Context: an optimization exercise on an open-source flow, tuned for small area, a short achievable clock period and few clock cycles. The choices shown serve that exercise and are no tape-out recipe. The RTL was checked by simulation tests, not by an equivalence proof against the original design. Power figures rest on the tool's default switching activity, not on a simulated workload.

==> constraint.sdc <==
create_clock -name core_clock -period 8.0 [get_ports {clk}]
set_input_delay 1.6000 -clock core_clock [delete_from_list [all_inputs] [get_ports {clk}]]
set_output_delay 1.6000 -clock core_clock [all_outputs]
set_load 0.01 [all_outputs]
==> config.mk <==
export PLATFORM = sky130hd
export DESIGN_NAME = fpga_disp_ctrl
export DESIGN_NICKNAME = fpga_disp_ctrl
export VERILOG_FILES = /design/flow/design.v
export SDC_FILE = /design/flow/constraint.sdc
export NUM_CORES = 4
export LEC_CHECK = 0
export CAP_MARGIN = 20
export CORE_MARGIN = 2
export CORE_UTILIZATION = 40
export SLEW_MARGIN = 20
==> run.sh <==
#!/bin/bash
# synth_recipe.tcl (not shown) runs the flow's synth.tcl, then flattens the netlist and writes it again
# the make line also repeats each setting of config.mk as NAME=value (left out here)
make -C /OpenROAD-flow-scripts/flow DESIGN_CONFIG=/design/flow/config.mk WORK_HOME=/design/flow/orfs CLKGATE_MAP_FILE= SYNTH_SCRIPT=/design/flow/synth_recipe.tcl finish
==> design.v <==
module fpga_disp_ctrl (
  input  wire        clk,
  input  wire        rst,        
  input  wire        ev_valid,
  output wire        ev_ready,
  input  wire [2:0]  ev_type,
  input  wire [7:0]  ev_data,
  output reg         intn,
  output reg         cdone,
  output reg         redraw,
  output reg         fb_we,
  output reg  [14:0] fb_addr,
  output reg  [7:0]  fb_data
);
  localparam integer COLS = 148;
  localparam [1:0] C_MATCH = 2'd0,    
                   C_SKIP  = 2'd1,    
                   C_SET0  = 2'd2,    
                   C_SET1  = 2'd3;    
  reg        rdy;                     
  reg        prog;                    
  reg        s_cmd, s_param, s_scene, s_line, s_data;
  reg        set0;                    
  reg [1:0]  poff;                    
  reg        cs, rst_l, sclk;
  reg [5:0]  scnt;                    
  reg [8:0]  hlen;                    
  reg [1:0]  cmode;                   
  reg [4:0]  cpos;                    
  reg [7:0]  k;                       
  reg        fresh;                   
  reg [1:0]  fscene;                  
  reg [7:0]  fr, fc;                  
  assign ev_ready = rdy;
  wire       acc    = ev_valid && rdy;
  wire [7:0] b      = ev_data;
  wire       e_byte = acc && ev_type == 3'd0 && cs;
  wire       e_cs   = acc && ev_type == 3'd1 && b[0] != cs;
  wire       e_sclk = acc && ev_type == 3'd2;
  wire       e_rst  = acc && ev_type == 3'd3 && b[0] != rst_l;
  wire       e_rend = acc && ev_type == 3'd4;
  reg [7:0] exp_c;
  always @(*) begin
    case (cpos)
      5'd0: exp_c = "D";  5'd1: exp_c = "a";  5'd2: exp_c = "t";
      5'd3: exp_c = "e";  5'd4: exp_c = ":";  5'd5: exp_c = " ";
      5'd6: exp_c = "D";  5'd7: exp_c = "e";  5'd8: exp_c = "c";
      5'd9: exp_c = " ";  5'd10: exp_c = "1"; 5'd11: exp_c = "0";
      5'd12: exp_c = " "; 5'd13: exp_c = "2"; 5'd14: exp_c = "0";
      5'd15: exp_c = "1"; 5'd16: exp_c = "4"; 5'd17: exp_c = " ";
      5'd18: exp_c = "0"; 5'd19: exp_c = "8"; 5'd20: exp_c = ":";
      5'd21: exp_c = "3"; 5'd22: exp_c = "0";
      default: exp_c = 8'h00;
    endcase
  end
  wire in_splash = (fr >= 8'd62) && (fr <= 8'd109) && (fc >= 8'd50) && (fc <= 8'd97);
  reg [7:0] fill_color;
  always @(*) begin
    case (fscene)
      2'd0:    fill_color = 8'h00;
      2'd1:    fill_color = in_splash ? 8'hFC : 8'h00;
      2'd2:    fill_color = 8'h30;
      default: fill_color = 8'h0C;
    endcase
  end
  wire fill_last = (fr == 8'd171) && (fc == COLS - 1);
  task complete;
    begin
      intn    <= 1'b0;
      s_cmd   <= 1'b1;
      s_param <= 1'b0;
      s_scene <= 1'b0;
      s_line  <= 1'b0;
      s_data  <= 1'b0;
      poff    <= 2'd0;
    end
  endtask
  always @(posedge clk) begin
    if (rst) begin
      rdy    <= 1'b1;
      prog   <= 1'b1;
      s_cmd  <= 1'b0; s_param <= 1'b0; s_scene <= 1'b0; s_line <= 1'b0; s_data <= 1'b0;
      set0   <= 1'b0;
      poff   <= 2'd0;
      cs     <= 1'b0;
      rst_l  <= 1'b0;
      sclk   <= 1'b0;
      scnt   <= 6'd0;
      hlen   <= 9'd0;
      cmode  <= C_MATCH;
      cpos   <= 5'd0;
      fresh  <= 1'b0;
      intn   <= 1'b1;
      cdone  <= 1'b0;
      redraw <= 1'b0;
      fb_we  <= 1'b0;
    end else begin
      fb_we <= 1'b0;
      fresh <= 1'b0;
      if (!rdy)
        fb_addr <= fb_addr + 15'd1;
      else if (fresh)
        fb_addr <= 15'd25308 + ((fb_addr[7:0] < COLS) ? fb_addr[7:0] : 8'd0);
      else if (fb_we)
        fb_addr <= fb_addr - 15'd148;
      if (!rdy) begin
        fb_we   <= 1'b1;
        fb_data <= fill_color;
        if (fc == COLS - 1) begin
          fc <= 8'd0;
          fr <= fr + 8'd1;
        end else begin
          fc <= fc + 8'd1;
        end
        if (fill_last) rdy <= 1'b1;
      end
      if (e_byte) begin
        if (prog) begin
          if (!hlen[8]) begin
            hlen <= hlen + 9'd1;
            if (hlen[8:1] != 8'd0) begin
              case (cmode)
                C_MATCH: begin
                  if (b == 8'h00) begin
                    if (cpos >= 5'd5) cmode <= C_SET1;
                    else cpos <= 5'd0;
                  end else if (b == exp_c) begin
                    cpos <= cpos + 5'd1;
                    if (cpos == 5'd22) cmode <= C_SET0;
                  end else begin
                    cmode <= (cpos < 5'd5) ? C_SKIP : C_SET1;
                  end
                end
                C_SKIP: begin
                  if (b == 8'h00) begin
                    cmode <= C_MATCH;
                    cpos  <= 5'd0;
                  end
                end
                default: ;
              endcase
            end
          end
        end
        if (s_cmd) begin
          intn <= 1'b1;
          if (set0) begin
            if (b == 8'h01) begin s_cmd <= 1'b0; s_param <= 1'b1; end
            else if (b == 8'h04) begin s_cmd <= 1'b0; s_scene <= 1'b1; end
            else complete;
          end else begin
            if (b == 8'h00) ;
            else if (b == 8'h01) begin s_cmd <= 1'b0; s_line <= 1'b1; end
            else if (b == 8'h02) begin redraw <= 1'b1; complete; end
            else complete;
          end
        end
        if (s_param) begin
          if (poff == 2'd3) complete;
          else poff <= poff + 2'd1;
        end
        if (s_scene) begin
          complete;
          if (b[7:2] == 6'd0) begin
            redraw  <= 1'b1;
            rdy     <= 1'b0;
            fscene  <= b[1:0];
            fb_we   <= 1'b1;
            fb_addr <= 15'd0;
            fb_data <= (b[1:0] == 2'd2) ? 8'h30 : (b[1:0] == 2'd3) ? 8'h0C : 8'h00;
            fr      <= 8'd0;
            fc      <= 8'd1;
          end
        end
        if (s_line) begin
          fb_addr <= {7'd0, b};
          fresh   <= 1'b1;
          k       <= 8'd0;
          s_line  <= 1'b0;
          s_data  <= 1'b1;
          intn    <= 1'b1;
        end
        if (s_data) begin
          if (k == 8'd204) begin
            s_data <= 1'b0;
            s_line <= 1'b1;
            intn   <= 1'b0;
          end else begin
            if (k >= 8'd16 && k <= 8'd187) begin
              fb_we   <= 1'b1;
              fb_data <= b;
            end
            k <= k + 8'd1;
          end
        end
      end
      if (e_cs) begin
        cs <= b[0];
        if (!b[0] && !prog) complete;
      end
      if (e_sclk) begin
        sclk <= b[0];
        if (!sclk && b[0] && !cs && prog) begin
          scnt <= scnt + 6'd1;
          if (scnt == 6'd50) begin
            cdone <= 1'b1;
            prog  <= 1'b0;
            set0  <= (cmode == C_SET0);
            complete;
          end
        end
      end
      if (e_rst) begin
        rst_l <= b[0];
        if (b[0]) begin
          cdone <= 1'b0;
        end else begin
          intn   <= 1'b1;
          scnt   <= 6'd0;
          prog   <= 1'b1;
          s_cmd  <= 1'b0; s_param <= 1'b0; s_scene <= 1'b0; s_line <= 1'b0; s_data <= 1'b0;
          hlen   <= 9'd0;
          cmode  <= C_MATCH;
          cpos   <= 5'd0;
          set0   <= 1'b0;
          poff   <= 2'd0;
        end
      end
      if (e_rend) redraw <= 1'b0;
    end
  end
endmodule
==> impl_metrics.csv <==
group,metric,value,unit
status,status,"timing/DRC/antenna clean",
cells_and_area,syn_to_final_growth,12.5,%
pwr,power_switching,0.254,mW
clock_tree,cts_buffers,9,
global_route,grt_pass1_wl,24500,um
clock_tree,post_cts_buffers,0,
drt,dr.pass1.iters,5,
placement,place_ws,2.65,ns
global_route,grt_use_total,18.4,%
synth,syn-num-nets,756,
clock_tree,cts_resized,0,
timing,worstMarginPinSlew,1.09,ns
setup_path,cp_max_fo,19,
synth,synth_edf_count,49,
cells_and_area,drive_gt1_share,4.07,%
synth,syn_area_per_cell,8.39,um^2
setup_path,required,8.21,ns
cells_and_area,n_antenna_cell,0,
synth,ys_warn_count,1,
synth,synthFlopType,"edfxtp_1",
floorplanning,die_w,127,um
global_route,grt_antenna_before_repair,0,
run,cap_violations,0,
pwr,p_per_area,157,mW/mm^2
clock_tree,hold_buffers,0,
synth,ys_types,64,
drt,drc,0,
timing,period_needed,5.09,ns
drt,routedWlPerCell,15.9,um
floorplanning,floorplan.die_area,0.0161,mm^2
timing,fin_ws,2.91,ns
hold_path,min_path_type,"flop to flop",
pwr,p_leak,2.44,nW
placement,dp_hpwl,10300,um
global_route,overflow,0,
pwr,pwr-share-seq,51.3,%
clock_tree,h-tree-depth,3,
setup_path,criticalPathCategory,"input port to flop",
clock_tree,clk_pin_slew,0.07,ns
timing,hold_violations,0,
timing,slew_headroom,27.0,%
synth,synth_area,0.00605,mm^2
global_route,grt_max_degree,42,
timing,fmax,196,MHz
synth,ys_ff_latch,96,
clock_tree,cts_buffer_depth,2,
floorplanning,coreArea,0.0146,mm^2
timing,final_max_slew_viol_count,0,
clock_tree,cts.sinks,96,
floorplanning,die_h,127,um
setup_path,critPathLaunchType,"input port",
drt,via_per_inst,5.70,
global_route,grt_pass1_vias,4909,
clock_tree,root_buffer,"clkbuf_16",
cells_and_area,fin_nets,767,
pwr,p_int,0.815,mW
synth,syn_inst,721,
synth,ys_seq_area_share,39.9,%
placement,gp_congestion,0.923,
floorplanning,io_pins,42,
timing,finalSetupViolCount,0,
pwr,power_frac_comb,7.9,%
setup_path,crit_arrival,5.31,ns
timing,fin_setup_tns,0,ns
pwr,peakVddDrop,0.107,mV
setup_path,end_kind,"flop",
clock_tree,clock_latency,0.35,ns
drt,drt_wl_total,14600,um
floorplanning,start_util,41.3,%
placement,port_buffers,41,
clock_tree,cts_tree,"built",
timing,fin_crit_sh,63.7,%
synth,synth-async-reset-ratio,0,%
timing,rsz0062_at_grt,"no",
pwr,clock_power_share,40.8,%
pwr,power,1.07,mW
floorplanning,rows,44,
drt,via_count,5252,
pwr,swShare,23.8,%
timing,fin_skew,0.00848,ns
drt,drt_iter0_drc,347,
drt,antenna_left,0,
==> worst max-delay path: stages <==
cell	delay [ns]
clkdlybuf4s50_1	0.82
xor2_1	0.33
nor4_1	0.44
nand2_1	0.26
or4_1	0.56
a31oi_1	0.83
nand2_1	0.22
nand3b_1	0.16
a31oi_1	0.08
==> cells by family after synthesis <==
logic type / Yosys count / share of synthesized area (%)
flip-flops: 96 / 39.9
XOR/XNOR: 52 / 7.53
adder cells (fa/ha/maj): 21 / 4.34
multiplexers: 9 / 1.51
AO/OA/AOI/OAI: 149 / 15.5
AND/OR/NAND/NOR: 324 / 26.3
buffers and inverters: 70 / 4.96
==> routing by layer <==
metal	global-route usage [%]	wire length, um
met1	26.3	7030
met2	29.1	6670
met3	3.52	776
met4	3.88	142
met5	0	0
==> registers in the layout (all words and copies together) (netlist names), 5 cells and up <==
signal / count
cpos: 5
exp_c: 7
fb_addr: 15
fb_data: 8
fc: 8
fr: 8
hlen: 9
k: 8
scnt: 6
==> cell usage after synthesis, drive strengths merged (5+ instances only) <==
library cell,count,area [um^2]
or4,11,90.1
nand3b,5,37.5
and2,7,43.8
nor2,94,353
o21ai,48,240
a211oi,7,57.6
dfxtp,47,941
clkbuf,35,131
mux2i,8,80.1
buf,9,71.3
nor3b,5,37.5
nor3,21,105
a31oi,7,43.8
xnor2,20,175
nand4,14,87.6
nor2b,10,62.6
inv,26,97.6
o211ai,6,45.0
nand2,80,300
ha,21,263
xor2,32,280
a21oi,36,180
or3,9,56.3
edfxtp,49,1470
and3,5,31.3
nor4,9,56.3
or2,6,37.5
o31ai,10,75.1
nand3,34,175
==> cell usage in the layout, fill, tap and decap left out, types with 9 or more instances in the layout <==
cell type	netlist	routed
a21oi_1	36	36
nand4_1	14	14
nor3_1	21	21
xor2_1	32	32
ha_1	21	21
o21ai_0	47	46
or4_1	9	9
nand3_1	33	33
nand2_1	80	80
nor2_1	94	94
nor4_1	9	9
o31ai_1	10	10
nor2b_1	10	10
or3_1	9	9
xnor2_1	20	20
clkbuf_16	0	9
edfxtp_1	49	49
clkdlybuf4s50_1	0	41
inv_1	26	26
dfxtp_1	47	47
==> final timing paths <==
| path | from | endpoint | slack (ns) | depth (start not counted) |
|---|---|---|---|---|
| min | sclk | sclk | 0.46 | 2 |
| max reg2reg | prog | exp_c[1] | 4.71 | 8 |
| max | ev_data[0] | exp_c[1] | 2.91 | 9 |
| min reg2reg | sclk | sclk | 0.46 | 2 |
==> power by group through the flow <==
stage | clock network [mW] | logic, mW | registers, mW
detailed placement | 0 | 0.0851 | 0.559
floorplan | 0 | 0.0521 | 0.555
finish | 0.436 | 0.0850 | 0.548
global route | 0.465 | 0.0950 | 0.551
global placement | 0 | 0.0834 | 0.558
CTS | 0.445 | 0.0856 | 0.548
==> stage by stage <==
stage	cells	hold WS [ns]	instance area [um^2]	utilization, %
floorplan	721	0.436	6050	-
global placement	905	0.450	6510	44.5
detailed placement	905	0.454	6510	44.5
CTS	921	0.464	6810	46.5
global route	921	0.507	6810	46.5
finish	921	0.464	6810	46.5
==> layout make-up <==
cell class / count / area [um^2]
timing repair buffer: 44 / 433
fill: 1424 / 7840
clock buffer: 10 / 229
inverter: 26 / 97.6
multi-input combinational: 555 / 3340
clock inverter: 6 / 67.6
tap: 184 / 230
sequential: 96 / 2410
Testbench counts, summed over its fixed seeds: cycles 661,295.

-- static timing again, ports no longer ideal --
In the flow no input, the clock included, has a driving cell. The finished layout below was timed again as built, in two steps. Step 1 assumes that a clkbuf_16 drives the clock port and a buf_2 every other input. Step 2 also shifts input and output timing later by t, the mid clock arrival at the registers, as if the neighbouring blocks saw the same clock. Three values: ideal ports, drivers, drivers and shift; two values: the first two.
t (ns): 0.383
setup WS [ns]: 2.906 / 2.923 / 2.540
clock arrival spread, ns: 0.009 / 0.008
After both steps setup and hold are still met in this run. The setup slack of this run moves by +0.017 ns with the drivers and by -0.366 ns with both steps.
